This is an optimization exercise on Yosys and OpenROAD, whose aim is small area, a short achievable clock period and few clock cycles, not a production implementation. Where RTL was checked, it was by simulation tests only, not by an equivalence proof against the original. No functional check of the RTL was part of run 2.

## flow/design.v (module list and top-level ports; edited modules follow where they fit)
// module fvmc: 1080 lines
module fvmc (
    input  wire        clk,
    input  wire        rst,         
    input  wire        req,         
    input  wire        we,          
    input  wire [5:0]  addr,        
    input  wire [31:0] wdata,
    output wire        ack,         
    output reg  [31:0] rdata,       
    output wire [16:0] mot_yaw,
    output wire [16:0] mot_fwd
);
  // ...
==> flow/flow/run.sh <==
#!/bin/bash
# Own layout flow: the standard ORFS flow, with the port buffers built from
# sky130_fd_sc_hd__buf_4 cells instead of the resizer's default buffer choice.
# Each tool writes its own logs under orfs/logs; the driver's output goes to standard.log.
set -o pipefail
export BUFFER_PORTS_ARGS="-buffer_cell sky130_fd_sc_hd__buf_4"
bash standard.sh > standard.log 2>&1
==> flow/standard.sh <==
#!/bin/bash
# synth_recipe.tcl (not shown) runs the flow's synth.tcl, then flattens the netlist and writes it again
# the make line also repeats each setting of config.mk as NAME=value (left out here)
make -C /OpenROAD-flow-scripts/flow DESIGN_CONFIG=/design/flow/config.mk WORK_HOME=/design/flow/orfs CLKGATE_MAP_FILE= SYNTH_SCRIPT=/design/flow/synth_recipe.tcl "${@:-finish}"
==> flow/config.mk <==
export PLATFORM = sky130hd
export DESIGN_NAME = fvmc
export DESIGN_NICKNAME = fvmc
export VERILOG_FILES = /design/flow/design.v
export SDC_FILE = /design/flow/constraint.sdc
export NUM_CORES = 8
export LEC_CHECK = 0
export CAP_MARGIN = 30
export CORE_MARGIN = 2
export CORE_UTILIZATION = 45
export SETUP_SLACK_MARGIN = 2
export SLEW_MARGIN = 30
==> flow/constraint.sdc <==
create_clock -name core_clock -period 90.0 [get_ports {clk}]
set_input_delay 18.0000 -clock core_clock [delete_from_list [all_inputs] [get_ports {clk}]]
set_output_delay 18.0000 -clock core_clock [all_outputs]
set_load 0.01 [all_outputs]
==> results.ini, run 1 <==
[sta]
period_share = 0.4425
fin_worst_hold_slack_ns = 0.4660
relSlewSlack = 0.2023
tightestPinTransition_ns = 1.184
rsz0062_at_grt = false

[clocking]
cts_htree_levels = 4

[route]
detail_route.wirelength_um = 455300

[logic_synthesis]
async_flop_share = 0
synth_top_family_by_area = compound AO/OA/AOI/OAI gates
fraction_of_synthesized_cell_area_taken_by_the_top_area_cell_type = 0.1622

[worst_hold_path]
timing.hold.worst.start = sk[10]
min_delay_path_depth = 2
hold-path-endpoint = sk[10]

[floorplanning]
die_height_um = 458.9
top_level_ports = 109
fp-row-count = 166
fp.dieArea_mm2 = 0.2106

[worst_setup_path]
worstRegToRegCells = 90
crit_type = in2out
worst_setup_path_endpoint = rdata[0]
worst-r2r-setup-slack_ns = 64.88

[grt]
grt_pass1_wl_um = 629500
largest_net_degree_at_the_start_of_global_routing = 119
grt_overflow = 0
groute.layer.met1.usage = 0.5208
grt_antenna_before_repair = 50
track_usage = 0.4200

[final_layout]
cell_area_after_layout_mm2 = 0.1029
buf_share = 0.02679
mostFrequentLayoutCell = nand2_1
area.sequential_mm2 = 0.02977
largest_register_ffs = 160
largest_class = multi-input gates
utilization = 0.5012
syn2layout_area_growth_pct = 10.46

[placed_design]
dp_hpwl_um = 357100
weighted_congestion_reported_at_the_end_of_routability_driven_placement = 1.081

[outcome]
outcome = no timing/DRC/antenna violations

Testbench counts, summed over its fixed seeds: cycles 162,131.
==> inputs of run 2 (changes only) <==
--- a/flow/design.v
+++ b/flow/design.v
@@ -820,17 +820,20 @@
             J_TURN:  ld_x = {{2{mc_turn[31]}}, mc_turn};
             J_HX:    ld_x = {{2{opa_n[31]}}, opa_n} - {{2{opb_n[31]}}, opb_n} + 34'sd180000;
             J_BIG:   ld_x = {a_sum[32], a_sum};
             default: ld_x = {16'd0, Wr};
         endcase
     end
     wire        ld_neg = ld_x[33];
     wire [32:0] ld_u   = ld_neg ? ~ld_x[32:0] : ld_x[32:0];
-    wire [27:0] ld_n   = (ld_job == J_BIG) ? {3'd0, ld_u[32:8]} : ld_u[33-1:6];
+    wire [27:0] ld_n   = (ld_job == J_BIG) ? {3'd0, ld_u[32:8]} :
+                         (ld_job == J_VEL) ? {14'd0, Wr[17:4]} : ld_u[32:6];
+    wire        ld_short = (ld_job != J_VEL) && (ld_n[27:12] == 16'd0);
+    wire        ld_mid   = (ld_job == J_VEL) || (ld_n[27:17] == 11'd0);
     always @(posedge clk) begin
         if (c_enq && !fifo_full)
             fifo_dist[fifo_rd + qcount[2:0]] <= mc_dist;
         if (dv_last && dv_job == J_TURN)
             fifo_tm[turn_slot] <= dv_fm;
         if (c_rxpush && !rx_full)
             rxbuf <= {rxbuf[39:0], rx_byte};
         if (dv_last && dv_job == J_HEAD) hm <= dv_fm;
@@ -844,19 +847,22 @@
             vovr <= vover;
             vunr <= vunder;
         end
         if (dv_last && dv_job == J_VEL)  u_v <= st_q[8:0];
         if (ld) begin
             dv_job <= ld_job;
             dv_neg <= ld_neg;
             dv_low <= ld_u[7:0];
-            if (ld_job == J_VEL) begin
-                dv_rem <= {9'd0, Wr[17:14]};
-                dv_q   <= {Wr[13:4], 5'd0};
+            if (ld_short) begin
+                dv_rem <= ld_n[17:5];
+                dv_q   <= {ld_n[4:0], 10'd0};
+            end else if (ld_mid) begin
+                dv_rem <= ld_n[22:10];
+                dv_q   <= {ld_n[9:0], 5'd0};
             end else begin
                 dv_rem <= ld_n[27:15];
                 dv_q   <= ld_n[14:0];
             end
         end else if (dv_busy) begin
             dv_rem <= st_r;
             dv_q   <= st_q;
         end
@@ -902,17 +908,17 @@
                     J_BIG:  split_rdy <= 1'b1;
                     J_VEL:  vel_valid <= 1'b1;
                     default: ;
                 endcase
             end
             if (abort_big) dv_busy <= 1'b0;
             if (ld) begin
                 dv_busy <= 1'b1;
-                dv_cnt  <= (ld_job == J_VEL) ? 2'd1 : 2'd2;
+                dv_cnt  <= ld_short ? 2'd0 : ld_mid ? 2'd1 : 2'd2;
                 case (ld_job)
                     J_VEL:  vel_pend <= 1'b0;
                     J_HEAD: head_pend <= 1'b0;
                     J_TURN: turn_pend <= 1'b0;
                     J_HX:   hx_pend <= 1'b0;
                     default: ;
                 endcase
             end else if (dv_busy) begin
==> flow/flow/run.sh (replaced) <==
#!/bin/bash
# Own layout flow: the standard ORFS flow, with the port buffers built from
# sky130_fd_sc_hd__buf_4 cells instead of the resizer's default buffer choice.
# Each tool writes its own logs under orfs/logs; the driver's output goes to standard.log.
set -o pipefail
export BUFFER_PORTS_ARGS="-buffer_cell sky130_fd_sc_hd__buf_4"
# ask the timing repair for 53 ns of setup slack at the 90 ns clock (paths of at most 37 ns)
export SETUP_SLACK_MARGIN=53
bash standard.sh > standard.log 2>&1
==> flow/config.mk (replaced) <==
export PLATFORM = sky130hd
export DESIGN_NAME = fvmc
export DESIGN_NICKNAME = fvmc
export VERILOG_FILES = /design/flow/design.v
export SDC_FILE = /design/flow/constraint.sdc
export NUM_CORES = 8
export LEC_CHECK = 0
export CAP_MARGIN = 30
export CORE_MARGIN = 2
export CORE_UTILIZATION = 45
export SLEW_MARGIN = 30
==> results.ini, run 2 <==
[worst_setup_path]
critPathCaptureType = output pin
critical_path_arrival_ns = 19.98
cp.required_ns = 72.00
timing.critical_path.fanout_max = 7
crit_type = in2out
worst_r2r_endpoint = zero_cnt[21]
cp-start-kind = primary input
worst-r2r-setup-slack_ns = 65.23  ; +0.35 ns
critical_path.reg2reg.startpoint = sens_ax[31]
worstRegToRegCells = 85  ; -5.6%

[grt]
number_of_global_route_vias_before_repair = 83140
track_usage = 0.4234  ; +0.003401
grt_antenna_before_repair = 39  ; -22%
grt_pass1_wl_um = 639800  ; +1.6%
grt_overflow = 0  ; unchanged
largest_net_degree_at_the_start_of_global_routing = 153  ; +29%

[final_layout]
fillerInstances = 19370
syn2layout_area_growth_pct = 14.93
mostFrequentLayoutCell = nand2_1
area.sequential_mm2 = 0.02976  ; about the same
drive_above_1_share = 0.1240
most-common-layout-cells = 1,070 x nand2_1, 882 x nor2_1, 809 x a21oi_1, 728 x dfxtp_1, 675 x inv_1
post_layout_nonfiller_instances = 13790
utilization = 0.5207  ; +0.01952
multi_input_area_mm2 = 0.06157
largest_register_ffs = 160  ; unchanged
layout.nets = 11790

[logic_synthesis]
fraction_of_synthesized_cell_area_taken_by_the_top_area_cell_type = 0.1608  ; -0.001381
number_of_enable_type_register_cells_in_the_synthesized_netlist = 503
syn_inst = 10750
synth.area.top_cells = edfxtp_1 16%, dfxtp_1 16%, ha_1 8.5%
yosysWarnings = 1
post-synth-top-area-cell = edfxtp_1
synth_cell_types = 121
most_used_flip_flop_cell_after_synthesis = dfxtp_1
async_flop_share = 0  ; unchanged
syn_nets = 11690
synth_area_per_cell_um2 = 8.734
ys_ff_latch = 1235
synth.top_cells.by_count = 1,088 x nand2_1, 924 x nor2_1, 818 x a21oi_1
synth.yosys.seq_area_share = 0.3169
syn_area_mm2 = 0.09391
post-synth-top-count-cell = nand2_1

[route]
detail_route.first_pass.iterations = 8
violation_count_after_the_first_detailed_route_iteration = 11570
drt.antenna.violating_nets = 0
detail_route.wirelength_um = 461400  ; +1.4%
vias = 89690
detail_route.wl_per_cell_um = 33.46
vias_per_cell = 6.504
remaining_drc_errors = 0

[placed_design]
portBuffers = 108
dp.cells = 13330
weighted_congestion_reported_at_the_end_of_routability_driven_placement = 1.080  ; about the same
dp_hpwl_um = 355500  ; -0.45%
pre_cts_ws_ns = 50.72

[sta]
timing.final.setup_violations = 0
finalWorstPathRequiredPeriod_ns = 37.98
relSlewSlack = 0.2310  ; +0.02867
period_share = 0.4220  ; -0.02053
setup-tns-final_ns = 0
count_of_endpoints_failing_hold_in_the_final_timing_report = 0
fin_worst_hold_slack_ns = 0.4609  ; -0.005119 ns
clock.fmax_ghz = 0.02633
tightestPinTransition_ns = 1.121  ; -0.06257 ns
slew_viol_final = 0
rsz0062_at_grt = true
fin_worst_skew_ns = 0.09631
setup_slack_ns = 52.02

[floorplanning]
die_height_um = 460.8  ; +0.42%
die_x_um = 460.8
fp-row-count = 167  ; +0.60%
core-area_mm2 = 0.2073
fp.dieArea_mm2 = 0.2124  ; +0.85%
initial_utilization = 0.4531
top_level_ports = 109  ; unchanged

[clocking]
tritoncts_clock_tree = yes
clock_sink_count = 1235
number_of_clock_buffers_inserted_by_tritoncts = 148
clk_latency_ns = 0.90
cts-root-buf = clkbuf_16
clock_path_buffers = 3
cts_htree_levels = 4  ; unchanged
cts.reportedPaths.clkPinSlew_ns = 0.06

[worst_hold_path]
hold-path-endpoint = rxbuf[27]
hold_class = reg2reg
timing.hold.worst.start = rxbuf[19]
min_delay_path_depth = 0  ; -2

[run]
timing.max_cap.violations = 0

[outcome]
outcome = no timing/DRC/antenna violations

run 2: cell count changes after synthesis, sizes merged, moves of 27 or more:
| cell | previous run | this run |
|---|---|---|
| a22oi | 275 | 302 |
| nor3 | 247 | 211 |
| a222oi | 50 | 18 |
| and2 | 93 | 144 |
| nor2b | 146 | 68 |
| nor2 | 972 | 927 |
| nand3 | 191 | 228 |
| nor4 | 86 | 113 |
| o21ai | 552 | 583 |
| mux2i | 228 | 271 |
| a21o | 113 | 146 |
| nand2 | 1131 | 1089 |
run 2: worst max-delay path by stage:
stage / start / end / slack (ns) / cells past startpoint
after floorplan: wdata[5] / ack / 52.47 / 8
after global placement: addr[0] / rdata[19] / 50.69 / 11
after detailed placement: addr[1] / rdata[19] / 50.72 / 11
after CTS: addr[4] / rdata[19] / 52.08 / 11
after global routing: addr[4] / rdata[28] / 52.02 / 10
final: addr[4] / rdata[28] / 52.02 / 11
run 2: cells by family after synthesis:
logic type,Yosys count,share of synthesized area
AOI/OAI and AO/OA,2997,0.2109
and+or+nand+nor,3334,0.1660
xor gates and xnor gates,615,0.05802
muxes,443,0.05890
adders and majority gates,894,0.1396
buffers and inverters,1234,0.04973
DFF,1235,0.3169
run 2: metal layers:
metal	global-route usage	wire, µm	part of all wire	vias to the layer above
li1	-	-	-	39320
met1	0.5606	186600	0.40	44460
met3	0.09147	44930	0.097	1051
met4	0.2753	36990	0.080	18
met2	0.6219	192800	0.42	4838
met5	0	104	0.00023	-
run 2: through the flow:
| step | area, µm² |
|---|---|
| detailed placement | 99040 |
| finish | 107900 |
| CTS | 107100 |
| global placement | 98880 |
| global route | 107900 |
| floorplan | 94860 |
run 2: repair_timing:
action,CTS,global route
setup buffers,106,33
cloned,20,7
hold endpoints to repair,0,0
endpoints found under the setup margin,33,33
gates resized for setup,251,74
hold buffers,0,0
pin swaps,84,73
run 2: cell type report:
type,count,area share
inverter,688,0.02395
tap,2788,0.03232
clock buffer,189,0.03742
clock inverter,88,0.01229
sequential,1235,0.2758
antenna,15,0.0003478
multi-input combinational,8287,0.5705
timing repair buffer,500,0.04746
run 2: worst max-delay path, cell delays in order:
cell      delay (ns)
buf_12          0.09
nor2b_4         0.32
nand2_4         0.16
nor2_4          0.33
buf_12          0.18
a22o_1          0.13
a221oi_1        0.05
and3_1          0.20
o211ai_1        0.14
buf_6           0.22
buf_4           0.14

[port drivers added, routing unchanged]
Ports are ideal in the flow. The routed layouts listed here were re-timed in OpenROAD. Step 1 sets driving cells, clkbuf_16 on the clock port and buf_2 on the other inputs (assumed; they add their load-dependent delay and slew). Step 2 adds t to the input delays and takes it off the output delays; t is the mean of the earliest and latest rising clock arrival at the registers after step 1. Input paths then give back, and output paths get back, about the clock's delay inside the block. Slacks: ideal / step 1 / step 2; pairs: ideal / step 1.
| run | t (ns) | slack for setup (ns) | hold slack, ns | pins driven straight from the clock port |
|---|---|---|---|---|
| run 1 | 0.923 | 50.172 / 50.115 / 50.115 | 0.466 / 0.466 / 0.466 | 1 |
| run 2 | 0.962 | 52.020 / 51.893 / 51.893 | 0.461 / 0.461 / 0.461 | 1 |
After both steps setup and hold are still met in every run listed. The setup slack of run 2, which loses most, moves by -0.127 ns with the drivers and by -0.127 ns with both steps.
